Context: an optimization exercise on an open-source flow, tuned for small area, a short achievable clock period and few clock cycles. The choices shown serve that exercise and are no tape-out recipe. The RTL was checked by simulation tests, not by an equivalence proof against the original design.

==> inputs of try-pepper <==
// intdec
module intdec (
    input  wire        clk,
    input  wire        rst,
    input  wire        start,
    input  wire [63:0] in_len,
    input  wire [63:0] out_cap,
    output wire        in_rd,
    output wire [12:0] in_raddr,
    input  wire [63:0] in_rdata,
    output reg         out_we,
    output wire [15:0] out_addr,
    output wire [63:0] out_wdata,
    output wire [13:0] status,
    output wire [63:0] result_len,
    output wire [63:0] err_info
);
    localparam [2:0] K_NONE = 3'd0, K_MLEN = 3'd1, K_SHORT = 3'd2,
                     K_VARINT = 3'd3, K_UNKNOWN = 3'd5, K_CAP = 3'd6,
                     K_RANGE = 3'd7;
    localparam [3:0] S_IDLE = 4'd0, S_C0 = 4'd1, S_C1 = 4'd2, S_C2 = 4'd3,
                     S_STR = 4'd4, S_VAR = 4'd5, S_RCHK = 4'd6, S_RE0 = 4'd7,
                     S_RFILL = 4'd8, S_CCHK = 4'd9, S_ERR = 4'd10, S_RE1 = 4'd11,
                     S_VERR = 4'd12, S_CCHK0 = 4'd13;
    reg        busy, done, empty;
    reg [2:0]  kind;          
    reg [2:0]  ek;            
    reg        se, sr;        
    reg [1:0]  sc;            
    reg [3:0]  sn;            
    reg [3:0]  nib;
    reg [3:0]  state;
    reg [63:0] acc;           
    reg [63:0] v;             
    reg        r_keep;        
    reg [63:0] w;             
  ...
export LEC_CHECK = 0
export CAP_MARGIN = 20
export CORE_MARGIN = 2
export CORE_UTILIZATION = 45
export SETUP_SLACK_MARGIN = 4.6
export SLEW_MARGIN = 20
export TNS_END_PERCENT = 15
create_clock -name core_clock -period 8.0 [get_ports {clk}]
standard.sh (not shown) runs the stock make flow with config.mk's settings and CLKGATE_MAP_FILE= SYNTH_SCRIPT=/design/flow/synth_recipe.tcl, a recipe that flattens the netlist after the stock synthesis.
==> flow/flow/run.sh <==
#!/bin/bash
# The standard layout (the standard.sh, unchanged synthesis and steps), with the
# port buffers that global placement inserts made of the smallest plain buffer cell
# (sky130_fd_sc_hd__buf_1) instead of the one buffer_ports picks by default.
set -euo pipefail
export BUFFER_PORTS_ARGS="-buffer_cell sky130_fd_sc_hd__buf_1"
bash standard.sh > standard_flow.log 2>&1
==> inputs of try-quartz, as changes to try-pepper <==
--- a/flow/design.v
+++ b/flow/design.v
@@ -31,18 +31,17 @@
     reg [3:0]  state;
     reg [63:0] acc;           
     reg [63:0] v;             
     reg        r_keep;        
     reg [63:0] w;             
     reg [63:0] prev;          
     reg [15:0] lp;            
     reg [16:0] oc;            
-    reg [1:0]  ra;            
-    reg        last_r;        
+    reg [12:0] ra;            
     reg [12:0] ar;            
     reg [2:0]  bo;            
     reg [3:0]  vi;            
     reg        vfield;        
     reg        efield;        
     reg [7:0]  rem;           
     reg        rem0, rle1;    
     reg        cap_r;         
@@ -141,17 +140,17 @@
             S_RCHK:  begin cmp_x = {4'd0, prev[16:0]}; cmp_ge = 1'b1; end
             default: begin cmp_x = acc[20:0]; cmp_ge = 1'b0; end
         endcase
     end
     wire        cap_over = ({cmp_x, cmp_ge} > {4'd0, oc, 1'b0}) ||
                            (state == S_RCHK && prev[63:17] != 47'd0);
     wire        in_range = (prev[63:17] != 47'd0) || (prev[16] && prev[15:0] != 16'd0);
     wire        pk_fast  = counted || (oc[16] && lp[15:11] == 5'd0);
-    wire        is_lastw = last_r;
+    wire        is_lastw = (ra == lp[15:3]);
     wire        var_end  = ((lp[15:5] == 11'd0) && ({ra[1:0], bo} > lp[4:0])) || (vi == 4'd10);
     wire        var_stop = !cur_byte[7];
     wire        var_bad  = (vi == 4'd9) && (cur_byte[6:1] != 6'd0);
     wire        var_err  = var_end || (var_stop && var_bad);
     wire        rem1     = rle1 && !rem0;
     wire        c2_err   = (code == 2'd3) || ((code == 2'd0) ? (lp[2:0] != 3'd0 || cap_r)
                                                               : (lp[15:3] == 13'd0));
     reg        x_field;       
@@ -239,18 +238,17 @@
                           (state == S_ERR);
     wire [2:0]  fin_kind = (state == S_ERR) ? ek : (state == S_CCHK) ? K_CAP : K_NONE;
     assign in_rd    = busy;
     assign in_raddr = ar;
     wire [59:0] w_shifted = w[59:0] >> wbits;
     always @(posedge clk) begin
         acc <= r_keep ? sum : v;
         v   <= (zzx & {64{v_zz}}) | (prev & {64{v_prev}}) | {43'd0, v_small};
-        ra     <= ar[1:0];
-        last_r <= (ar == lp[15:3]);
+        ra  <= ar;
         ar  <= ar_zero ? 13'd0 : (ar_inc ? ar + 13'd1 : ar);
         if (w_load)
             w <= field;
         else if (state == S_VAR && !vfield)
             w <= (w & {64{vi != 4'd0}}) | vpart;
         else if (w_shift)
             w[59:0] <= w_shifted;
         if (start && !busy)
==> comparison table <==
| item | try-pepper | try-quartz |
|---|---|---|
| Uppermost signal routing layer after detailed routing | met5 | met4 |
| Worst slack on hold paths | 0.4573 ns | 0.3908 ns |
| WL met3 | 16,670 microns | 14,100 microns |
| Total non-filler cell area in the finished layout | 32,850 sq um | 32,830 sq um |
| Maximum number of pins on one net before global-route repair | 103 | 97 |
| Placer congestion estimate | 0.9944 | 0.9675 |
| Worst setup slack before clock tree synthesis | 3.308 ns | 3.205 ns |
| Average cell area after synthesis | 8.400 sq um | 8.610 sq um |
| Status | timing/DRC/antenna clean | timing/DRC/antenna clean |
| Core occupancy in the finished layout | 53.24% | 52.24% |
| Routing layer with the top usage in global route | met1 | met2 |
| Sequential cell count | 381 | 391 |
| Crit path depth | 9 | 7 |
| DR iter-0 viols | 4,497 | 3,832 |
| Combined area of the multi-input logic cells | 17,990 sq um | 17,810 sq um |
Testbench counts of try-pepper, summed over its fixed seeds: cycles 29,181.
Testbench counts of try-quartz, summed over its fixed seeds: cycles 29,181.

[re-timing with driven ports]
The flow's constraints put no driver on any port. The routed layouts listed below were extracted and timed again, unchanged, in two steps. Step 1: set_driving_cell puts a clkbuf_16 on clk and a buf_2 on each other input, an assumption about the parent block. Step 2 moves the port delays by t, midway between the first and last clock arrival at a register: inputs arrive t later, outputs are due t later. That takes back most of the time a late clock gives input paths. a / b / c = ideal ports / drivers / drivers and shift; a / b = the first two.
run	t, ns	setup WS [ns]	worst hold slack (ns)
try-pepper	0.667	4.366 / 4.406 / 3.740	0.457 / 0.457 / 0.457
try-quartz	0.657	4.500 / 4.507 / 3.884	0.391 / 0.391 / 0.391
After both steps every run listed still meets setup and hold. The setup slack of try-pepper, which loses most, moves by +0.040 ns with the drivers and by -0.626 ns with both steps.
